Background: an optimization exercise with open tools, aiming at small area, a short achievable clock period and few clock cycles per item. Do not read the settings as production practice. At most, simulation tests tie the RTL to the original design; equivalence was not proved. Power and IR drop assume default switching activity.

==> flow/design.v (excerpt) <==
module pkt_validator (
    input  wire        clk,
    input  wire        rst,
    input  wire        in_valid,
    output wire        in_ready,
    input  wire [31:0] in_data,
    input  wire        in_last,
    input  wire [1:0]  in_count,
    output reg         res_valid,
    output wire [2:0]  res_err,
    output wire [5:0]  res_vmask,
    output reg  [2:0]  res_cause,
    output wire [15:0] res_crc_calc,
    output wire [15:0] res_crc_read,
    output wire [10:0] res_apid,
    output wire [13:0] res_seq,
    output wire [16:0] res_plen,
    output wire [7:0]  res_stype,
    output wire [7:0]  res_ssub,
    output wire [7:0]  res_dest,
    output wire [47:0] res_time
);
Settings: LEC_CHECK=0, CAP_MARGIN=20, CORE_MARGIN=2, CORE_UTILIZATION=40, CTS_CLUSTER_DIAMETER=80, CTS_CLUSTER_SIZE=30, PLACE_DENSITY=0.6, SETUP_SLACK_MARGIN=2.7, SLEW_MARGIN=20; clock period 5.0 ns.
standard.sh (not shown) runs the stock make flow with config.mk's settings and CLKGATE_MAP_FILE= SYNTH_SCRIPT=/design/flow/synth_recipe.tcl, a recipe that flattens the netlist after the stock synthesis.
==> flow/flow/run.sh <==
#!/bin/bash
# The standard layout, with small buffers on the ports.
set -euo pipefail
bash standard.sh finish "BUFFER_PORTS_ARGS=-buffer_cell sky130_fd_sc_hd__buf_1" > standard.log 2>&1
The first run produced a clean layout.
Next try:
--- a/flow/design.v
+++ b/flow/design.v
@@ -111,18 +111,16 @@
     wire ok3 = !l_r || (c_r == 2'd3);
     reg         first;        
     reg         b1, b2, b3;   
     reg  [14:0] bc;           
     reg         c_pos;        
     reg         c_zero;       
     reg         c_m1;         
     reg  [13:0] remb;
-    reg         re;
-    reg         remb_one;     
     reg  [1:0]  rl;
     reg  [15:0] crc;          
     reg  [1:0]  kc;           
     reg  [15:0] crc_rd;       
     reg         got_lo;       
     reg         f_ver, f_type, f_dfh, f_seg;
     reg  [2:0]  apid_hi;
     reg  [7:0]  apid_lo;
@@ -143,40 +141,36 @@
     wire        lf_hi3 = (lfield[15:3] == 13'd0);
     wire        lf_hi0 = lz_r;
     wire h0 = ge2 && c_zero && (rl == 2'd0);
     wire        first_n  = v_r ? l_r : first;
     wire        b1_n     = v_r ? (first && !l_r) : b1;
     wire        ge2_n    = !first_n && !b1_n;
     wire        c_zero_n = !v_r ? c_zero :
                            b1   ? (lf_hi3 && (lfield[2:0] >= 3'd3) && (lfield[2:0] != 3'd7)) :
-                           c_pos ? remb_one :
+                           c_pos ? (remb == 14'd1) :
                            1'b0;
     wire [1:0]  rl_n     = (v_r && b1) ? lfield[1:0] + 2'd1 : rl;
     wire        zk_n     = ge2_n && c_zero_n;
     assign      in_lz    = (in_data[31:18] == 14'd0);
     reg         kill1, kill2, kill3;
     always @(posedge clk) begin
         kill1 <= (b1_n && in_lz && in_data[17:16] == 2'd0) || (zk_n && rl_n == 2'd1);
         kill2 <= (b1_n && in_lz && !in_data[17]) || (zk_n && (rl_n == 2'd1 || rl_n == 2'd2));
         kill3 <= (b1_n && in_lz && !(in_data[17] && in_data[16])) || (zk_n && rl_n != 2'd0);
     end
     wire [31:0] dm = {byte0,
                       byte1 & {8{!kill1}},
                       byte2 & {8{!kill2}},
                       byte3 & {8{!kill3}}};
-    wire [15:0] s4 = t22(crc ^ dm[31:16]) ^ t2(dm[15:0]);
+    wire [15:0] crc_in = crc | {16{first}};
+    wire [15:0] s4 = t22(crc_in ^ dm[31:16]) ^ t2(dm[15:0]);
     wire step4 = v_r && (first || b1 || (ge2 && (c_pos || (c_zero && rl != 2'd0))));
     wire undo  = !step4 && (kc != 2'd0);
-    wire clr_ok  = pend1 && !r_ok;
-    wire clr_crc = pend1 && !(r_ok && got_lo);
-    wire        cinit = res_valid || rst;
-    wire        hold  = !step4 && !undo && !clr_crc && !cinit;
-    wire [15:0] crc_nx = ({16{step4}} & s4) | ({16{undo}} & tinv(crc)) |
-                         ({16{hold}} & crc) | {16{cinit}};
+    wire [15:0] crc_nx = step4 ? s4 : undo ? tinv(crc) : 16'd0;
     wire h1  = kill1;
     wire h2  = kill2 && !kill1;
     wire h3  = kill3 && !kill2;
     wire lo0 = ge2 && c_m1 && (rl == 2'd3) && !got_lo;
     wire [7:0] hi_b = ({8{h0}} & byte0) | ({8{h1}} & byte1) |
                       ({8{h2}} & byte2) | ({8{h3}} & byte3);
     wire [7:0] lo_b = ({8{lo0}} & byte0) | ({8{h0}} & byte1) |
                       ({8{h1}} & byte2) | ({8{h2}} & byte3);
@@ -204,32 +198,35 @@
             fin       <= 1'b0;
             pend1     <= 1'b0;
             stall     <= 1'b0;
             res_valid <= 1'b0;
         end else begin
             kc        <= kc_nx;
             fin       <= fin_nx;
             pend1     <= fin_nx && (kc_nx == 2'd0);
-            stall     <= (acc && in_last) || fin_nx;
+            stall     <= (acc && in_last) || (fin_nx && kc_nx != 2'd0);
             res_valid <= pend1;
             if (v_r) begin
                 first <= l_r;
                 b1    <= first && !l_r;
                 b2    <= b1 && !l_r;
                 b3    <= b2 && !l_r;
                 if (l_r)
                     bc <= 15'd0;
                 else if (!bc_sat)
                     bc <= bc + 15'd1;
             end
         end
     end
+    wire clr_ok  = pend1 && !r_ok;
+    wire clr_crc = pend1 && !(r_ok && got_lo);
     always @(posedge clk) begin
-        crc <= crc_nx;
+        if (step4 || undo || clr_crc)
+            crc <= crc_nx;
         if ((v_r && hi_here) || clr_crc)
             crc_rd[15:8] <= hi_b;
         if ((v_r && lo_here) || clr_crc)
             crc_rd[7:0] <= lo_b;
         if ((v_r && first) || clr_ok) begin
             f_ver   <= (byte0[7:5] != 3'd0);
             f_type  <= byte0[4];
             f_dfh   <= !byte0[3] && v_r;
@@ -252,28 +249,25 @@
         if ((v_r && b3) || (pend1 && !r_g16))
             time_r[31:0] <= d_r;
         if (v_r) begin
             if (first)
                 got_lo <= 1'b0;
             else if (lo_seen)
                 got_lo <= 1'b1;
             if (b1) begin
-                remb   <= lfield[15:2];
-                re     <= !(lfield[1] && lfield[0]);
-                remb_one <= (lfield[1] && lfield[0]) ? (lfield[15:2] == 14'd1) : (lfield[15:2] == 14'd2);
+                remb   <= lfield[15:2] - {13'd0, !(lfield[1] && lfield[0])};
                 rl     <= lfield[1:0] + 2'd1;
                 c_pos  <= !lf_hi3 || (lfield[2:0] == 3'd7);
                 c_zero <= lf_hi3 && (lfield[2:0] >= 3'd3) && (lfield[2:0] != 3'd7);
                 c_m1   <= lf_hi3 && (lfield[2:0] <= 3'd2);
             end else if (c_pos) begin
                 remb   <= remb - 14'd1;
-                remb_one <= re ? (remb == 14'd3) : (remb == 14'd2);
-                c_pos  <= !remb_one;
-                c_zero <= remb_one;
+                c_pos  <= (remb != 14'd1);
+                c_zero <= (remb == 14'd1);
             end else if (c_zero) begin
                 c_zero <= 1'b0;
                 c_m1   <= 1'b1;
             end
             if (l_r) begin
                 r_ok  <= l_ok;
                 r_g8  <= l_ok && l_ge8;
                 r_g9  <= l_ok && ge2;
=> The new run passed the timing, design-rule and antenna checks; clock power went up by about 5%; power went down by 6.8%; design area went up by 6.6%; die area went up by 1.9%; via count went up by 8.4%; first-iteration DRC count went down by 5.6%; count of clock-buffer cells in the layout went down by 1; clock skew stays flat; global-route usage went up by 1.7 points.
Testbench counts after the change, summed over its fixed seeds: cycles 113,228, packets 1,280.
Function not checked in the first run of this note: the RTL went through the layout flow alone.

Another version of the RTL of pkt_validator (not shown whole).
Size in the first run: ~200 I/O pins.
clock: 5.0 ns
lec_check: 0
cap_margin: 20
core_margin: 2
core_utilization: 40
cts_cluster_diameter: 80
cts_cluster_size: 30
place_density: 0.6
setup_slack_margin: 2.7
slew_margin: 20
Scripts as last shown in full above: flow/flow/run.sh
Testbench counts at the start, summed over its fixed seeds: cycles 113,228, packets 1,280.
Next try:
--- a/flow/design.v
+++ b/flow/design.v
@@ -108,25 +108,25 @@
     wire [7:0] byte3 = d_r[7:0];
     wire ok1 = !l_r || (c_r != 2'd0);
     wire ok2 = !l_r || c_r[1];
     wire ok3 = !l_r || (c_r == 2'd3);
     reg         first;        
     reg         b1, b2, b3;   
     reg  [14:0] bc;           
     reg         c_pos;        
     reg         c_zero;       
     reg         c_m1;         
     reg  [13:0] remb;
     reg         re;
-    reg         remb_one;     
+    wire        remb_one = re ? (remb == 14'd2) : (remb == 14'd1);
     reg  [1:0]  rl;
     reg  [15:0] crc;          
     reg  [1:0]  kc;           
     reg  [15:0] crc_rd;       
     reg         got_lo;       
     reg         f_ver, f_type, f_dfh, f_seg;
     reg  [2:0]  apid_hi;
     reg  [7:0]  apid_lo;
     reg  [5:0]  seq_hi;
     reg  [7:0]  seq_lo;
     reg  [16:0] plen_r;
     reg  [7:0]  stype_r, ssub_r, dest_r;
@@ -158,29 +158,25 @@
         kill1 <= (b1_n && in_lz && in_data[17:16] == 2'd0) || (zk_n && rl_n == 2'd1);
         kill2 <= (b1_n && in_lz && !in_data[17]) || (zk_n && (rl_n == 2'd1 || rl_n == 2'd2));
         kill3 <= (b1_n && in_lz && !(in_data[17] && in_data[16])) || (zk_n && rl_n != 2'd0);
     end
     wire [31:0] dm = {byte0,
                       byte1 & {8{!kill1}},
                       byte2 & {8{!kill2}},
                       byte3 & {8{!kill3}}};
     wire [15:0] crc_in = crc | {16{first}};
     wire [15:0] s4 = t22(crc_in ^ dm[31:16]) ^ t2(dm[15:0]);
     wire step4 = v_r && (first || b1 || (ge2 && (c_pos || (c_zero && rl != 2'd0))));
     wire undo  = !step4 && (kc != 2'd0);
-    wire clr_ok  = pend1 && !r_ok;
-    wire clr_crc = pend1 && !(r_ok && got_lo);
-    wire        hold  = !step4 && !undo && !clr_crc;
-    wire [15:0] crc_nx = ({16{step4}} & s4) | ({16{undo}} & tinv(crc)) |
-                         ({16{hold}} & crc);
+    wire [15:0] crc_nx = step4 ? s4 : undo ? tinv(crc) : 16'd0;
     wire h1  = kill1;
     wire h2  = kill2 && !kill1;
     wire h3  = kill3 && !kill2;
     wire lo0 = ge2 && c_m1 && (rl == 2'd3) && !got_lo;
     wire [7:0] hi_b = ({8{h0}} & byte0) | ({8{h1}} & byte1) |
                       ({8{h2}} & byte2) | ({8{h3}} & byte3);
     wire [7:0] lo_b = ({8{lo0}} & byte0) | ({8{h0}} & byte1) |
                       ({8{h1}} & byte2) | ({8{h2}} & byte3);
     wire hi_here = b1 || (ge2 && c_zero);
     wire lo_here = b1 || (ge2 && c_zero) || lo0;
     wire lo_seen = (h0 && ok1) || (h1 && ok2) || (h2 && ok3) || lo0;
     wire bc_sat = bc[14] && bc[1];           
@@ -214,26 +210,29 @@
             if (v_r) begin
                 first <= l_r;
                 b1    <= first && !l_r;
                 b2    <= b1 && !l_r;
                 b3    <= b2 && !l_r;
                 if (l_r)
                     bc <= 15'd0;
                 else if (!bc_sat)
                     bc <= bc + 15'd1;
             end
         end
     end
+    wire clr_ok  = pend1 && !r_ok;
+    wire clr_crc = pend1 && !(r_ok && got_lo);
     always @(posedge clk) begin
-        crc <= crc_nx;
+        if (step4 || undo || clr_crc)
+            crc <= crc_nx;
         if ((v_r && hi_here) || clr_crc)
             crc_rd[15:8] <= hi_b;
         if ((v_r && lo_here) || clr_crc)
             crc_rd[7:0] <= lo_b;
         if ((v_r && first) || clr_ok) begin
             f_ver   <= (byte0[7:5] != 3'd0);
             f_type  <= byte0[4];
             f_dfh   <= !byte0[3] && v_r;
             f_seg   <= (byte2[7:6] != 2'b11) && v_r;
             apid_hi <= byte0[2:0];
             apid_lo <= byte1;
             seq_hi  <= byte2[5:0];
@@ -250,32 +249,30 @@
         if ((v_r && b2) || (pend1 && !r_g16))
             time_r[47:32] <= {byte2, byte3};
         if ((v_r && b3) || (pend1 && !r_g16))
             time_r[31:0] <= d_r;
         if (v_r) begin
             if (first)
                 got_lo <= 1'b0;
             else if (lo_seen)
                 got_lo <= 1'b1;
             if (b1) begin
                 remb   <= lfield[15:2];
                 re     <= !(lfield[1] && lfield[0]);
-                remb_one <= (lfield[1] && lfield[0]) ? (lfield[15:2] == 14'd1) : (lfield[15:2] == 14'd2);
                 rl     <= lfield[1:0] + 2'd1;
                 c_pos  <= !lf_hi3 || (lfield[2:0] == 3'd7);
                 c_zero <= lf_hi3 && (lfield[2:0] >= 3'd3) && (lfield[2:0] != 3'd7);
                 c_m1   <= lf_hi3 && (lfield[2:0] <= 3'd2);
             end else if (c_pos) begin
                 remb   <= remb - 14'd1;
-                remb_one <= re ? (remb == 14'd3) : (remb == 14'd2);
                 c_pos  <= !remb_one;
                 c_zero <= remb_one;
             end else if (c_zero) begin
                 c_zero <= 1'b0;
                 c_m1   <= 1'b1;
             end
             if (l_r) begin
                 r_ok  <= l_ok;
                 r_g8  <= l_ok && l_ge8;
                 r_g9  <= l_ok && ge2;
                 r_g10 <= l_ok && l_ge10;
                 r_g16 <= l_ok && l_ge16;
=> The new run finished with timing, DRC and antenna clean. Routed wire length climbs by 6.3%. Final area climbs by 6.1%. Setup slack got worse by 120 ps. Non-clock buffer count climbs by 46. Power goes up by 7.5%. Global-route usage rises by 0.31 points. Die area came out higher by 1.4%. Via count rose by 3.6%.
The RTL of the second run of this note was laid out without a check of its function.

==> port drivers added, routing unchanged <==
The results above use ideal ports. As a check the final layouts listed here were re-extracted and re-timed, cells and wires unchanged. Step 1 (the two cells are an assumption about what drives the block):
set clk [get_ports {clk}]
set_driving_cell -lib_cell sky130_fd_sc_hd__clkbuf_16 $clk
set_driving_cell -lib_cell sky130_fd_sc_hd__buf_2 [delete_from_list [all_inputs] $clk]
Step 2, shift: input delay + t, output delay - t, t = (earliest + latest rising clock arrival at the registers) / 2. This alone moves slack from input paths to output paths. a / b / c = ideal ports / drivers / drivers and shift; a / b = the first two.
run | shift t [ns] | setup WS [ns] | worst setup path at the end | worst data-port slew with drivers (ns)
the first run of note 1 | 0.549 | 2.759 / 2.710 / 2.417 | input to register | 0.06
the second run of note 1 | 0.551 | 2.661 / 2.610 / 2.502 | input to register | 0.06
the first run of note 2 | 0.545 | 2.709 / 2.685 / 2.572 | input to register | 0.05
the second run of note 2 | 0.548 | 2.585 / 2.585 / 2.585 | register to register | 0.08
After both steps every run listed still meets setup and hold. For the first run of note 1, which loses most, drivers alone change the setup slack by -0.049 ns; drivers and shift together by -0.342 ns.
